Source: an optimization exercise on an open RTL-to-GDS flow (aim: small area, a short achievable clock period and few clock cycles). Production flows keep margins and buffers that such runs may drop.
At most, simulation tests tie the RTL to the original design; equivalence was not proved.
Power figures rest on the tool's default switching activity, not on a simulated workload.

== north ==
==> flow/design.v (excerpt) <==
module crcarc (
    input  wire        clk,
    input  wire        rst,         
    input  wire        cmd_valid,
    output wire        cmd_ready,
    input  wire [11:0] cmd,
    output reg         rsp_valid,
    output wire [31:0] rsp
);
    localparam [3:0] OP_NOP       = 4'h0;
    localparam [3:0] OP_CRC_CLR   = 4'h1;
    localparam [3:0] OP_CRC_BYTE  = 4'h2;
    localparam [3:0] OP_DEC_START = 4'h3;
    localparam [3:0] OP_DEC_CHAR  = 4'h4;
    localparam [3:0] OP_HEX_START = 4'h5;
    localparam [3:0] OP_HEX_CHAR  = 4'h6;
    localparam [3:0] OP_HEX_CHECK = 4'h7;
    localparam [3:0] OP_RD        = 4'h8;
    localparam [2:0] D_IDLE  = 3'd0;
    localparam [2:0] D_RUN   = 3'd3;
    localparam [2:0] D_DONE  = 3'd4;
    localparam [2:0] D_DIGIT = 3'd1;
    localparam [2:0] D_POINT = 3'd2;
    localparam [2:0] D_CFG   = 3'd5;
    localparam [2:0] D_SEQ   = 3'd6;
    localparam [2:0] H_IDLE  = 3'd0;
    localparam [2:0] H_RUN   = 3'd1;
    localparam [2:0] H_DONE  = 3'd2;
    localparam [2:0] H_HEX   = 3'd3;
    localparam [2:0] H_LEN   = 3'd4;
    localparam [2:0] H_SEQ   = 3'd6;
    reg [15:0] crc;
    reg [14:0] acc_lo;
    reg [14:0] acc_hi;
    reg [3:0]  acc_c;       
    reg        acc_p;       
    reg [3:0]  digits;
    reg [3:0]  decimals;
    reg [3:0]  dpos;
    reg [2:0]  dcode;
    reg [15:0] hexv;
    reg [2:0]  hcnt;
    reg [2:0]  hcode;
    reg [15:0] calc;
    reg        match;
    reg        ill;
    reg        cv;
    reg [11:0] cq;
    reg [4:0]  rsel;
    assign cmd_ready = 1'b1;
    wire [3:0] op  = cq[11:8];
    wire [7:0] arg = cq[7:0];
    reg [15:0] crc_next_byte;
    integer    i;
    always @(*) begin
        crc_next_byte = crc ^ {8'h00, arg};
        for (i = 0; i < 8; i = i + 1) begin
            if (crc_next_byte[0])
  ...
Size: ~49 I/O pins, ~7800 µm² of cells after synthesis.
Settings: LEC_CHECK=0, CAP_MARGIN=20, CORE_MARGIN=2, CORE_UTILIZATION=40, SETUP_SLACK_MARGIN=3.0, SLEW_MARGIN=20; clock period 5.0 ns.
run.sh (not shown) runs the stock make flow with config.mk's settings and CLKGATE_MAP_FILE= SYNTH_SCRIPT=/design/flow/synth_recipe.tcl, a recipe that flattens the netlist after the stock synthesis.
north: no failed stages, no open violations at the end
What south does differently from north at the input level:
Settings: changing SETUP_SLACK_MARGIN from 3.0 to 2.5.
### Flow results
Per the comparison of south with north, post-route clock period utilization grew by 0.19 points, total power grew by 4.7%, relative area of non-clock buffer cells in the final design shrank by 4.6 points, utilization shrank by 5.1 points. In the metrics for north and south, the one carrying the lower highest clock rate is south. south vs north, number of setup buffers added after CTS went down by 58%. Leakage power of the design of south falls short of that of north by a little under 10%.
No functional check of the RTL was part of any run of this note.

crcarc, a different RTL version from the one above (not shown whole).
Size: ~160 flip-flops, ~49 I/O pins, roughly 0.0087 sq mm of cells after synthesis.
clock: 5.0 ns
lec_check: 0
abc_area: 1
cap_margin: 20
core_margin: 2
core_utilization: 60
cts_buf_list: sky130_fd_sc_hd__clkbuf_8
cts_cluster_size: 30
setup_slack_margin: 3.3
slew_margin: 20
standard.sh (not shown) runs the stock make flow with config.mk's settings and CLKGATE_MAP_FILE= SYNTH_SCRIPT=/design/flow/synth_recipe.tcl, a recipe that flattens the netlist after the stock synthesis.
==> flow/flow/run.sh <==
#!/bin/bash
# The standard layout (standard.sh, with the standard flow's synthesis unchanged), with
# two changes to how it is made:
#  - the port buffers are sky130_fd_sc_hd__buf_1 cells (every input and
#    output port still gets its own buffer; the resizer sizes them later);
#  - clock tree synthesis inserts no dummy load cells.
# Each tool's full output stays in orfs/logs; make's own output goes to
# standard.log in this folder.
set -euo pipefail
export BUFFER_PORTS_ARGS="-buffer_cell sky130_fd_sc_hd__buf_1"
export CTS_ARGS="-sink_clustering_enable -repair_clock_nets -sink_clustering_size 30 -buf_list sky130_fd_sc_hd__clkbuf_8 -dont_use_dummy_load"
bash standard.sh > standard.log 2>&1
Testbench counts at the start, summed over its fixed seeds: cycles 16,202.
==> next run, changes <==
Settings changed: SETUP_SLACK_MARGIN 3.3 to 2.7.
Effect:
- The new run went through all stages and came out clean
- hold slack gets worse by 0.082 ns
- core utilization is lower by 15 points
- clock-buffer cell count stays the same

Starting RTL as in the previous note.
clock: 5.0 ns
lec_check: 0
abc_area: 1
cap_margin: 20
core_margin: 2
core_utilization: 60
cts_buf_list: sky130_fd_sc_hd__clkbuf_8
cts_cluster_size: 30
setup_slack_margin: 3.0
slew_margin: 20
Scripts as last shown in full above: flow/flow/run.sh
The first run ran to the end with no violations.
Testbench counts at the start, summed over its fixed seeds: cycles 16,202.
Rerun with:
Settings changed: SETUP_SLACK_MARGIN 3.0 to 2.5.
Final area shrinks by 6.8%.
Worst setup slack degrades by 0.22 ns.
Critical path depth is lower by 3.
Non-clock buffer count falls by 28.
Synthesized area does not change.
Clock skew barely changes.
Hold slack gets worse by 0.033 ns.
Total power fell by 0.76%.
Rerun with:
Settings changed: CORE_UTILIZATION 60 to 50, SETUP_SLACK_MARGIN 2.5 to 2.9.
The new run went through all stages and came out clean.
Worst setup slack improved by 0.23 ns.
First-iteration DRC count is lower by 34%.
Sequential power is about the same.
Count of clock-buffer cells in the layout stays the same.
Power goes up by 1.0%.
Clock skew is lower by 0.0048 ns.
Sequential cell count does not change.
Wire length grows by 8.7%.

## exp/garnet
The RTL this note starts from:
==> flow/design.v <==
module crcarc (
    input  wire        clk,
    input  wire        rst,         
    input  wire        cmd_valid,
    output wire        cmd_ready,
    input  wire [11:0] cmd,
    output reg         rsp_valid,
    output reg  [31:0] rsp
);
    localparam [3:0] OP_NOP       = 4'h0;
    localparam [3:0] OP_CRC_CLR   = 4'h1;
    localparam [3:0] OP_CRC_BYTE  = 4'h2;
    localparam [3:0] OP_DEC_START = 4'h3;
    localparam [3:0] OP_DEC_CHAR  = 4'h4;
    localparam [3:0] OP_HEX_START = 4'h5;
    localparam [3:0] OP_HEX_CHAR  = 4'h6;
    localparam [3:0] OP_HEX_CHECK = 4'h7;
    localparam [3:0] OP_RD        = 4'h8;
    localparam [2:0] D_IDLE  = 3'd0;
    localparam [2:0] D_RUN   = 3'd3;
    localparam [2:0] D_DONE  = 3'd4;
    localparam [2:0] D_DIGIT = 3'd1;
    localparam [2:0] D_POINT = 3'd2;
    localparam [2:0] D_CFG   = 3'd5;
    localparam [2:0] D_SEQ   = 3'd6;
    localparam [2:0] H_IDLE  = 3'd0;
    localparam [2:0] H_RUN   = 3'd1;
    localparam [2:0] H_DONE  = 3'd2;
    localparam [2:0] H_HEX   = 3'd3;
    localparam [2:0] H_LEN   = 3'd4;
    localparam [2:0] H_SEQ   = 3'd6;
    reg [15:0] crc;
    reg [14:0] acc_lo;
    reg [14:0] acc_hi;
    reg [3:0]  acc_c;       
    reg        acc_p;       
    reg [3:0]  digits;
    reg [3:0]  decimals;
    reg [3:0]  dpos;
    reg [2:0]  dcode;
    reg [15:0] hexv;
    reg [2:0]  hcnt;
    reg [2:0]  hcode;
    reg [15:0] calc;        
    reg        calc_v;
    reg        match;
    reg        ill;
    reg [11:0] cq;
    reg [2:0]  dq_lo;
    reg        dq_ci;
    reg        rsp_due;
    reg [4:0]  rsel;
    assign cmd_ready = 1'b1;
    wire [3:0] op  = cq[11:8];
    wire [7:0] arg = cq[7:0];
    reg [15:0] crc_next_byte;
    integer    i;
    always @(*) begin
        crc_next_byte = crc ^ {8'h00, arg};
        for (i = 0; i < 8; i = i + 1) begin
            if (crc_next_byte[0])
                crc_next_byte = (crc_next_byte >> 1) ^ 16'hA001;
            else
                crc_next_byte = crc_next_byte >> 1;
        end
    end
    wire       arg_is_digit = (arg[7:4] == 4'h3) && !(arg[3] && (arg[2] || arg[1]));
    wire       arg_is_point = (arg == 8'h2E);
    reg        cfg_legal;
    always @(*) begin
        case (arg[7:4])
            4'd1:    cfg_legal = (arg[3:0] <= 4'd8);
            4'd2:    cfg_legal = (arg[3:0] <= 4'd7);
            4'd3:    cfg_legal = (arg[3:0] <= 4'd6);
            4'd4:    cfg_legal = (arg[3:0] <= 4'd5);
            4'd5:    cfg_legal = (arg[3:0] <= 4'd4);
            4'd6:    cfg_legal = (arg[3:0] <= 4'd3);
            4'd7:    cfg_legal = (arg[3:0] <= 4'd2);
            4'd8:    cfg_legal = (arg[3:0] <= 4'd1);
            4'd9:    cfg_legal = (arg[3:0] == 4'd0);
            default: cfg_legal = 1'b0;
        endcase
    end
    wire       at_point     = (decimals != 4'd0) && (dpos == digits);
    wire       dec_last     = (decimals == 4'd0) ? (dpos + 4'd1 == digits)
                                                 : ({1'b0, dpos} == {1'b0, digits} + {1'b0, decimals});
    wire [3:0]  dig         = arg[3:0];
    wire [18:0] lo_next     = {1'b0, acc_lo, dq_lo}
                            + {3'b000, acc_lo, dig[3]}
                            + {18'd0, dq_ci};
    wire [14:0] hi_next     = {acc_hi[11:0], (acc_c[3] ? 3'd7 : acc_c[2:0])}
                            + {acc_hi[13:0], acc_c[3]}
                            + {14'd0, acc_c[3] & acc_c[0]};
    wire [29:0] acc         = {acc_hi, acc_lo};
    wire [1:0] dstate = (dcode == D_IDLE) ? 2'd0 :
                        (dcode == D_RUN)  ? 2'd1 :
                        (dcode == D_DONE) ? 2'd2 : 2'd3;
    wire [3:0] derrc  = (dstate == 2'd3) ? {1'b0, dcode} : 4'd0;
    wire       d_run  = (dcode == D_RUN);
    wire       d_err  = (dstate == 2'd3);
    wire       arg_is_alpha = (arg[7:6] == 2'b01) && (arg[4:3] == 2'b00)
                              && (arg[2:0] != 3'd0) && (arg[2:0] != 3'd7);
    wire       arg_is_hex   = arg_is_digit || arg_is_alpha;
    wire [3:0] hex_val      = arg[6] ? {1'b1, (arg[2:0] == 3'd1 || arg[2:0] == 3'd2) ? 1'b0 : 1'b1,
                                        (arg[2:0] == 3'd3 || arg[2:0] == 3'd4) ? 1'b0 : 1'b1, ~arg[0]}
                                     : arg[3:0];
    wire       h_err  = hcode[2] | (hcode[1] & hcode[0]);
    wire [1:0] hstate = h_err ? 2'd3 : hcode[1:0];
    wire [3:0] herrc  = h_err ? {1'b0, hcode} : 4'd0;
    wire       h_run  = (hcode == H_RUN);
    wire [31:0] status = {decimals, digits, 1'b0, hcnt, dpos, herrc, derrc,
                          2'b00, ill, match, hstate, dstate};
    wire [31:0] rsp_word = ({32{rsel[0]}} & {16'd0, crc})
               | ({32{rsel[1]}} & {2'd0, acc})
               | ({32{rsel[2]}} & {16'd0, hexv})
               | ({32{rsel[3]}} & {16'd0, calc})
               | ({32{rsel[4]}} & status);
    always @(posedge clk) begin
        cq[7:0] <= cmd[7:0];
        dq_lo   <= cmd[3] ? 3'd7 : cmd[2:0];
        dq_ci   <= cmd[3] & cmd[0];
        rsp     <= rsp_word;      
        rsel    <= 5'd0;
        if (op == OP_RD && arg[7:3] == 5'd0) begin
            rsel[0] <= (arg[2:0] == 3'd0);
            rsel[1] <= (arg[2:0] == 3'd1);
            rsel[2] <= (arg[2:0] == 3'd2);
            rsel[3] <= (arg[2:0] == 3'd3) && calc_v;
            rsel[4] <= (arg[2:0] == 3'd4);
        end
        if (rst) begin
            cq[11:8]  <= OP_NOP;
            crc       <= 16'd0;
            acc_lo    <= 15'd0;
            acc_hi    <= 15'd0;
            acc_c     <= 4'd0;
            acc_p     <= 1'b0;
            digits    <= 4'd0;
            decimals  <= 4'd0;
            dpos      <= 4'd0;
            dcode     <= D_IDLE;
            hexv      <= 16'd0;
            hcnt      <= 3'd0;
            hcode     <= H_IDLE;
            calc_v    <= 1'b0;
            match     <= 1'b0;
            ill       <= 1'b0;
            rsp_valid <= 1'b0;
            rsp_due   <= 1'b0;
        end else begin
            cq[11:8]  <= cmd_valid ? cmd[11:8] : OP_NOP;
            rsp_due   <= 1'b0;
            rsp_valid <= rsp_due;
            acc_p     <= 1'b0;
            if (acc_p)
                acc_hi <= hi_next;
            begin
                case (op)
                    OP_NOP: ;
                    OP_CRC_CLR:  crc <= 16'd0;
                    OP_CRC_BYTE: crc <= crc_next_byte;
                    OP_DEC_START: begin
                        digits   <= arg[7:4];
                        decimals <= arg[3:0];
                        acc_lo   <= 15'd0;
                        acc_hi   <= 15'd0;
                        acc_p    <= 1'b0;
                        dpos     <= 4'd0;
                        dcode    <= cfg_legal ? D_RUN : D_CFG;
                    end
                    OP_DEC_CHAR: begin
                        if (d_run) begin
                            if (at_point) begin
                                if (arg_is_point)
                                    dpos <= dpos + 4'd1;
                                else
                                    dcode <= D_POINT;
                            end else if (arg_is_digit) begin
                                acc_lo <= lo_next[14:0];
                                acc_c  <= lo_next[18:15];
                                acc_p  <= 1'b1;
                                dpos <= dpos + 4'd1;
                                if (dec_last)
                                    dcode <= D_DONE;
                            end else
                                dcode <= D_DIGIT;
                        end else if (!d_err)
                            dcode <= D_SEQ;
                    end
                    OP_HEX_START: begin
                        hexv  <= 16'd0;
                        hcnt  <= 3'd0;
                        calc_v <= 1'b0;
                        match <= 1'b0;
                        hcode <= H_RUN;
                    end
                    OP_HEX_CHAR: begin
                        if (h_run) begin
                            if (!arg_is_hex)
                                hcode <= H_HEX;
                            else if (hcnt == 3'd4)
                                hcode <= H_LEN;
                            else begin
                                hexv <= {hexv[11:0], hex_val};
                                hcnt <= hcnt + 3'd1;
                            end
                        end else if (!h_err)
                            hcode <= H_SEQ;
                    end
                    OP_HEX_CHECK: begin
                        if (h_run) begin
                            if (hcnt == 3'd4) begin
                                calc  <= crc;
                                calc_v <= 1'b1;
                                match <= (hexv == crc);
                                hcode <= H_DONE;
                            end else
                                hcode <= H_LEN;
                        end else if (!h_err)
                            hcode <= H_SEQ;
                    end
                    OP_RD: begin
                        rsp_due <= 1'b1;
                        if (arg > 8'h04)
                            ill <= 1'b1;
                    end
                    default: ill <= 1'b1;    
                endcase
            end
        end
    end
endmodule
export LEC_CHECK = 0
export ABC_AREA = 1
export CAP_MARGIN = 20
export CORE_MARGIN = 2
export CORE_UTILIZATION = 60
export CTS_BUF_LIST = sky130_fd_sc_hd__clkbuf_8
export CTS_CLUSTER_SIZE = 30
export SETUP_SLACK_MARGIN = 3.1
export SLEW_MARGIN = 20
create_clock -name core_clock -period 5.0 [get_ports {clk}]
Scripts as last shown in full above: flow/flow/run.sh
Testbench counts of exp/garnet, summed over its fixed seeds: cycles 16,202.
Setup changes, exp/garnet to exp/lagoon
- SETUP_SLACK_MARGIN changed from 3.1 to 2.5
- ABC_AREA removed (was 1)
==> flow/run.sh (new file) <==
#!/bin/bash
# synth_recipe.tcl (not shown) runs the flow's synth.tcl, then flattens the netlist and writes it again
# the make line also repeats each setting of config.mk as NAME=value (left out here)
make -C /OpenROAD-flow-scripts/flow DESIGN_CONFIG=/design/flow/config.mk WORK_HOME=/design/flow/orfs CLKGATE_MAP_FILE= SYNTH_SCRIPT=/design/flow/synth_recipe.tcl finish
removed: flow/flow/run.sh
removed: flow/standard.sh
### Flow results
- In exp/lagoon relative to exp/garnet, core box area had gone down by a little under 10%.
- As far as count of pins on the block boundary goes, exp/lagoon and exp/garnet are indistinguishable; the numbers are identical.
- Result for exp/garnet and exp/lagoon: all clean
- Looking only at total routed wirelength, and setting everything else aside, the lower value of exp/garnet and exp/lagoon goes to exp/lagoon.
- Looking at relative slew slack, exp/lagoon sits below exp/garnet.
> inputs changed (exp/lagoon -> exp/maple)
- setting ABC_AREA to 1 for the first time
- changing SETUP_SLACK_MARGIN from 2.5 to 2.7
--- outcome ---
For exp/lagoon, the slowest cell on the critical path was dfxtp_4, unlike exp/maple, where it was dfxtp_2.
Taking exp/lagoon as the reference point, the multi-input logic portion of the cell area of exp/maple falls by 1.5 points.
Diff exp/maple..exp/lagoon | hold slack | negligible
Higher multiplexer fraction of the synthesized cell area was reported by exp/lagoon, not exp/maple.
Looking at average routed wire per standard cell across exp/maple and exp/lagoon, the one that comes out higher is exp/lagoon.
Final weighted congestion of routability-driven global placement: exp/maple vs exp/lagoon up about 6%
Setup changes, exp/maple to exp/umber
- ABC_AREA removed (was 1)
- SETUP_SLACK_MARGIN changed from 2.7 to 2.9
==> comparison <==
Between exp/maple and exp/umber, the starting density of the core is lower for exp/maple. The final reports for exp/umber and exp/maple show pin count of the biggest net entering global routing higher in the former. Relative to exp/maple, count of mapped cells out of synthesis has gone down in exp/umber. Arrival time at the worst endpoint for exp/umber: 0.12 ns up relative to exp/maple. Compared with exp/maple, exp/umber ends up with more cell area. exp/maple → exp/umber: number of logic stages on the critical path including buffering has decreased, final hold slack has increased, combinational cell fraction of total power has increased. NOTE synthesized area per cell exp/maple->exp/umber increased by more than 10%.

==> re-timing with driven ports <==
The results above use ideal ports. As a check the final layouts listed here were re-extracted and re-timed, cells and wires unchanged.
Step 1: set_driving_cell puts a clkbuf_16 on clk and a buf_2 on each other input, an assumption about the parent block.
Step 2 also shifts input and output timing later by t, the mid clock arrival at the registers, as if the neighbouring blocks saw the same clock.
a / b / c = no drivers / after step 1 / after step 2; a / b = the first two.
| run | t (ns) | setup WS [ns] | slew at the worst register clock pin (ns) |
|---|---|---|---|
| north | 0.470 | 2.283 / 2.253 / 2.283 | 0.06 / 0.06 |
| south | 0.474 | 2.273 / 2.273 / 2.273 | 0.06 / 0.06 |
| the first run of note 2 | 0.488 | 2.973 / 2.973 / 2.835 | 0.08 / 0.08 |
| the second run of note 2 | 0.492 | 2.862 / 2.862 / 2.590 | 0.10 / 0.10 |
| the first run of note 3 | 0.484 | 2.966 / 2.966 / 2.629 | 0.09 / 0.09 |
| the second run of note 3 | 0.488 | 2.743 / 2.743 / 2.550 | 0.09 / 0.09 |
| the third run of note 3 | 0.503 | 2.977 / 2.977 / 2.559 | 0.09 / 0.09 |
| exp/garnet | 0.502 | 2.907 / 2.907 / 2.641 | 0.09 / 0.09 |
| exp/lagoon | 0.495 | 2.604 / 2.604 / 2.289 | 0.09 / 0.09 |
| exp/maple | 0.516 | 2.829 / 2.829 / 2.513 | 0.10 / 0.10 |
| exp/umber | 0.511 | 2.702 / 2.702 / 2.486 | 0.10 / 0.10 |
After both steps every run listed still meets setup and hold. The setup slack of the third run of note 3, which loses most, moves by 0.000 ns with the drivers and by -0.418 ns with both steps.
